This is an optimization exercise on Yosys and OpenROAD, whose aim is small area, not a production implementation.
Function was checked by simulation only, so behaviour that the tests miss may differ from the original.
Power figures rest on the tool's default switching activity, not on a simulated workload.

red:
## uart_boot_engine
module uart_boot_engine (
    input  wire        clk,
    input  wire        rst,             
    input  wire        begin_i,         
    input  wire [31:0] img_size_i,      
    input  wire        img_bad_i,       
    input  wire        cancel_i,        
    output wire        img_req_o,
    output wire [19:0] img_addr_o,
    input  wire        img_ack_i,
    input  wire [7:0]  img_data_i,
    output wire        tx_valid_o,
    output wire [7:0]  tx_data_o,
    input  wire        tx_ready_i,
    input  wire        tx_err_i,        
    output wire        rx_ready_o,
    input  wire        rx_valid_i,
    input  wire [7:0]  rx_data_i,
    input  wire        rx_timeout_i,
    input  wire        rx_err_i,
    output reg         close_o,
    output wire        progress_valid_o,
    output wire [31:0] progress_o,
    output reg         result_valid_o,
    output wire [2:0]  state_o,
    output wire [2:0]  cause_o
);
    localparam [2:0] K_IDLE = 3'd0;
    localparam [2:0] K_PASS = 3'd1;   
    localparam [2:0] K_LOAD = 3'd2;   
    localparam [2:0] K_TX   = 3'd3;   
    localparam [2:0] K_RX   = 3'd4;   
  ...
For scale: about 140 flip-flops, about 130 I/O pins, roughly 0.0080 mm² of cells after synthesis.
Settings: LEC_CHECK=0, CAP_MARGIN=20, CORE_MARGIN=2, CORE_UTILIZATION=70, CTS_BUF_LIST=sky130_fd_sc_hd__clkbuf_8, PLACE_DENSITY=0.75, SLEW_MARGIN=20; clock period 12.0 ns.
run.sh (not shown) runs the stock make flow with config.mk's settings and CLKGATE_MAP_FILE= SYNTH_SCRIPT=/design/flow/synth_recipe.tcl, a recipe that flattens the netlist after the stock synthesis.
red ran to completion and came out clean on the timing, design-rule and antenna checks.
Edits applied to the flow inputs when going from red to blue:
Settings: clearing CTS_BUF_LIST, which used to be sky130_fd_sc_hd__clkbuf_8.
==> flow/flow/run.sh (new file) <==
#!/bin/bash
set -uo pipefail
cd "$(dirname "$0")/.."
bash standard.sh \
  "BUFFER_PORTS_ARGS=-buffer_cell sky130_fd_sc_hd__buf_1" \
  "CTS_ARGS=-sink_clustering_enable -repair_clock_nets -dont_use_dummy_load -buf_list sky130_fd_sc_hd__clkbuf_8" \
  finish > make_finish.log 2>&1
==> flow/standard.sh (new file) <==
#!/bin/bash
# synth_recipe.tcl (not shown) runs the flow's synth.tcl, then flattens the netlist and writes it again
# the make line also repeats each setting of config.mk as NAME=value (left out here)
make -C /OpenROAD-flow-scripts/flow DESIGN_CONFIG=/design/flow/config.mk WORK_HOME=/design/flow/orfs CLKGATE_MAP_FILE= SYNTH_SCRIPT=/design/flow/synth_recipe.tcl "${@:-finish}"
removed: flow/run.sh
==> comparison <==
Status | red and blue | clean
red → blue: number of vias after detailed routing moved down; clock skew moved up; sequential cell power moved up.
blue: power about 9% below red
Between red and blue, final non-filler cell total is lower for blue, red comes in above that.
Against red, blue comes in about 8% lower on internal power.
In the flow results for red and blue, the fmax is smaller on red.
On met3 wire length: between red and blue, it ends up lower for blue.
When blue is measured against red, its number of vias per cell after detailed routing turns out 3.2% lower.
blue ends up with lower total of plain and repair buffers excluding clock buffers than red does.
The run showing the greater final area is red.


Another version of the RTL of uart_boot_engine (not shown whole).
Size in the first run: roughly 140 flip-flops, about 130 I/O pins, ~0.0069 sq mm of cells after synthesis.
clock: 12.0 ns
lec_check: 0
cap_margin: 20
core_margin: 2
core_utilization: 70
place_density: 0.75
slew_margin: 20
standard.sh (not shown) runs the stock make flow with config.mk's settings and CLKGATE_MAP_FILE= SYNTH_SCRIPT=/design/flow/synth_recipe.tcl, a recipe that flattens the netlist after the stock synthesis.
==> flow/flow/run.sh <==
#!/bin/bash
# The standard layout (standard.sh: ORFS from synthesis to finish) with three changes:
#  - Yosys/ABC maps the logic with an area-oriented script (flow/abc_map.script, repeated
#    dch + amap) instead of ORFS's speed script; the flip-flops and their names are untouched;
#  - every port still gets its own buffer, but with the smallest buffer cell;
#  - clock tree synthesis without dummy loads and with clkbuf_8 clock buffers.
# ORFS writes each step's log under orfs/logs; make's own output goes to make_finish.log.
set -uo pipefail
cd "$(dirname "$0")/.."
rm -rf orfs_scripts
cp -r "$FLOW_HOME/scripts" orfs_scripts
cp flow/abc_map.script orfs_scripts/abc_speed.script
bash standard.sh \
  "SCRIPTS_DIR=$PWD/orfs_scripts" \
  "BUFFER_PORTS_ARGS=-buffer_cell sky130_fd_sc_hd__buf_1" \
  "CTS_ARGS=-sink_clustering_enable -repair_clock_nets -dont_use_dummy_load -buf_list sky130_fd_sc_hd__clkbuf_8" \
  finish > make_finish.log 2>&1
==> flow/flow/abc_map.script <==
strash
dch
amap
strash
dch
amap
strash
dch
amap
strash
dch
amap
strash
dch
amap
Change:
CAP_MARGIN = 0   (was 20)
CORE_UTILIZATION = 75   (was 70)
GPL_TIMING_DRIVEN = 0   (was default)
PLACE_DENSITY = 0.8   (was 0.75)
SLEW_MARGIN = 0   (was 20)
The changed run passed the timing, design-rule and antenna checks.
Power rises by about 1.2%.
Clock power is about the same.
Register-to-register slack loses 0.44 ns.
Non-clock buffer count rises by 28.
Final area rises by 2.3%.
Setup slack loses 0.14 ns.
Combinational power rises by 2.7%.


uart_boot_engine, a different RTL version from the one above (not shown whole).
For scale: roughly 790 cells after synthesis, roughly 120 flip-flops, roughly 0.0066 mm2 of cells after synthesis.
## uart_boot_engine
module uart_boot_engine (
    input  wire        clk,
    input  wire        rst,             
    input  wire        begin_i,         
    input  wire [31:0] img_size_i,      
    input  wire        img_bad_i,       
    input  wire        cancel_i,        
    output wire        img_req_o,
    output wire [19:0] img_addr_o,
    input  wire        img_ack_i,
    input  wire [7:0]  img_data_i,
    output wire        tx_valid_o,
    output wire [7:0]  tx_data_o,
    input  wire        tx_ready_i,
    input  wire        tx_err_i,        
    output wire        rx_ready_o,
    input  wire        rx_valid_i,
    input  wire [7:0]  rx_data_i,
    input  wire        rx_timeout_i,
    input  wire        rx_err_i,
    output wire        close_o,
    output wire        progress_valid_o,
    output wire [31:0] progress_o,
    output reg         result_valid_o,
    output wire [2:0]  state_o,
    output wire [2:0]  cause_o
);
clock: 12.0 ns
lec_check: 0
cap_margin: 20
core_margin: 2
core_utilization: 60
place_density: 0.7
slew_margin: 20
Scripts as last shown in full above: flow/flow/run.sh, flow/flow/abc_map.script
Edit:
--- a/flow/flow/run.sh
+++ b/flow/flow/run.sh
@@ -3 +3 @@
-#  - Yosys/ABC maps the logic with an area-oriented script (flow/abc_map.script, repeated
+#  - Yosys/ABC maps the logic with an area-oriented script (flow/abc_map.script, eight rounds of
==> flow/flow/abc_map.script (replaced) <==
strash
dch
amap
strash
dch
amap
strash
dch
amap
strash
dch
amap
strash
dch
amap
strash
dch
amap
strash
dch
amap
strash
dch
amap
Settings changed: CORE_UTILIZATION 60 to 70, PLACE_DENSITY 0.7 to 0.75.
Result: The new run produced a clean layout; routed wire length rose slightly; critical path depth increases by 4; area after synthesis hardly moves; non-clock buffer count fell by 2; die area shrinks by roughly a tenth; total power is higher slightly.
Edit:
--- a/flow/flow/run.sh
+++ b/flow/flow/run.sh
@@ -3 +3 @@
-#  - Yosys/ABC maps the logic with an area-oriented script (flow/abc_map.script, eight rounds of
+#  - Yosys/ABC maps the logic with an area-oriented script (flow/abc_map.script, repeated
==> flow/flow/abc_map.script (replaced) <==
strash
dch
amap
strash
dch
amap
strash
dch
amap
strash
dch
amap
strash
dch
amap
Final cell count barely changes.
Combinational power goes up by about 2%.
Routed wire length goes down by 0.89%.
Power barely changes.
Setup slack improved by 0.18 ns.
Critical path depth goes down by 4.


Starting RTL as in the previous note.
clock: 12.0 ns
lec_check: 0
cap_margin: 20
core_margin: 2
core_utilization: 70
place_density: 0.75
slew_margin: 20
==> flow/flow/run.sh <==
#!/bin/bash
# The standard layout (standard.sh: ORFS from synthesis to finish) with four changes:
#  - Yosys/ABC maps the logic with an area-oriented script (flow/abc_map.script, eight rounds of
#    dch + amap) instead of ORFS's speed script; the flip-flops and their names are untouched;
#  - timing-driven global placement keeps none of its trial buffering (GPL_KEEP_OVERFLOW=0);
#  - every port still gets its own buffer, but with the smallest buffer cell;
#  - clock tree synthesis without dummy loads and with clkbuf_8 clock buffers.
# ORFS writes each step's log under orfs/logs; make's own output goes to make_finish.log.
set -uo pipefail
cd "$(dirname "$0")/.."
rm -rf orfs_scripts
cp -r "$FLOW_HOME/scripts" orfs_scripts
cp flow/abc_map.script orfs_scripts/abc_speed.script
bash standard.sh \
  "SCRIPTS_DIR=$PWD/orfs_scripts" \
  "GPL_KEEP_OVERFLOW=0" \
  "BUFFER_PORTS_ARGS=-buffer_cell sky130_fd_sc_hd__buf_1" \
  "CTS_ARGS=-sink_clustering_enable -repair_clock_nets -dont_use_dummy_load -buf_list sky130_fd_sc_hd__clkbuf_8" \
  finish > make_finish.log 2>&1
==> flow/flow/abc_map.script <==
strash
dch
amap
strash
dch
amap
strash
dch
amap
strash
dch
amap
strash
dch
amap
strash
dch
amap
strash
dch
amap
strash
dch
amap
Next try:
--- a/flow/flow/run.sh
+++ b/flow/flow/run.sh
@@ -2,2 +2,2 @@
-# The standard layout (standard.sh: ORFS from synthesis to finish) with four changes:
-#  - Yosys/ABC maps the logic with an area-oriented script (flow/abc_map.script, eight rounds of
+# The standard layout (standard.sh: ORFS from synthesis to finish) with three changes:
+#  - Yosys/ABC maps the logic with an area-oriented script (flow/abc_map.script, repeated
@@ -5 +4,0 @@
-#  - timing-driven global placement keeps none of its trial buffering (GPL_KEEP_OVERFLOW=0);
@@ -16 +14,0 @@
-  "GPL_KEEP_OVERFLOW=0" \
==> flow/flow/abc_map.script (replaced) <==
strash
dch
amap
strash
dch
amap
strash
dch
amap
strash
dch
amap
strash
dch
amap
--- a/flow/config.mk
+++ b/flow/config.mk
@@ -8 +8 @@
-export CAP_MARGIN = 20
+export CAP_MARGIN = 0
@@ -12 +12 @@
-export SLEW_MARGIN = 20
+export SLEW_MARGIN = 0
After rerunning:
- The changed run went through all stages and came out clean
- final cell count is lower by 0.39%
- setup slack is better by 0.20 ns
- routed wire length came out lower by 8.2%
- register-to-register slack gains 0.22 ns
- global-route usage shrinks by 3.7 points
- via count went down by 3.4%
- design area barely changes
- synthesized area is about the same

==> static timing again, ports no longer ideal <==
Ports are ideal in the flow. The routed layouts listed here were re-timed in OpenROAD. Step 1 assumes that a clkbuf_16 drives the clock port and a buf_2 every other input. Step 2 times the ports against the registers' clock, not the clock port: input delays grow and output delays shrink by t, the midpoint of the rising clock arrivals with the driver on. a / b / c = no drivers / after step 1 / after step 2; a / b = the first two.
run | t (ns) | setup slack, ns | hold slack, ns | cell pins on the clock port's net
red | 0.515 | 5.381 / 5.360 / 5.360 | 0.327 / 0.327 / 0.327 | 1
blue | 0.488 | 6.146 / 6.123 / 6.123 | 0.325 / 0.325 / 0.325 | 1
the first run of note 2 | 0.492 | 5.760 / 5.724 / 5.840 | 0.319 / 0.319 / 0.319 | 1
the second run of note 2 | 0.481 | 5.621 / 5.600 / 5.621 | 0.307 / 0.307 / 0.307 | 1
the first run of note 3 | 0.471 | 6.046 / 6.025 / 6.025 | 0.324 / 0.324 / 0.324 | 1
the second run of note 3 | 0.479 | 5.880 / 5.843 / 6.023 | 0.318 / 0.318 / 0.318 | 1
the third run of note 3 | 0.454 | 6.064 / 6.040 / 6.040 | 0.330 / 0.330 / 0.330 | 1
the first run of note 4 | 0.466 | 5.882 / 5.844 / 5.977 | 0.310 / 0.310 / 0.310 | 1
the second run of note 4 | 0.457 | 6.086 / 6.063 / 6.063 | 0.331 / 0.331 / 0.331 | 1
After both steps every run listed still meets setup and hold. For the third run of note 3, which loses most, drivers alone change the setup slack by -0.024 ns; drivers and shift together by -0.024 ns.
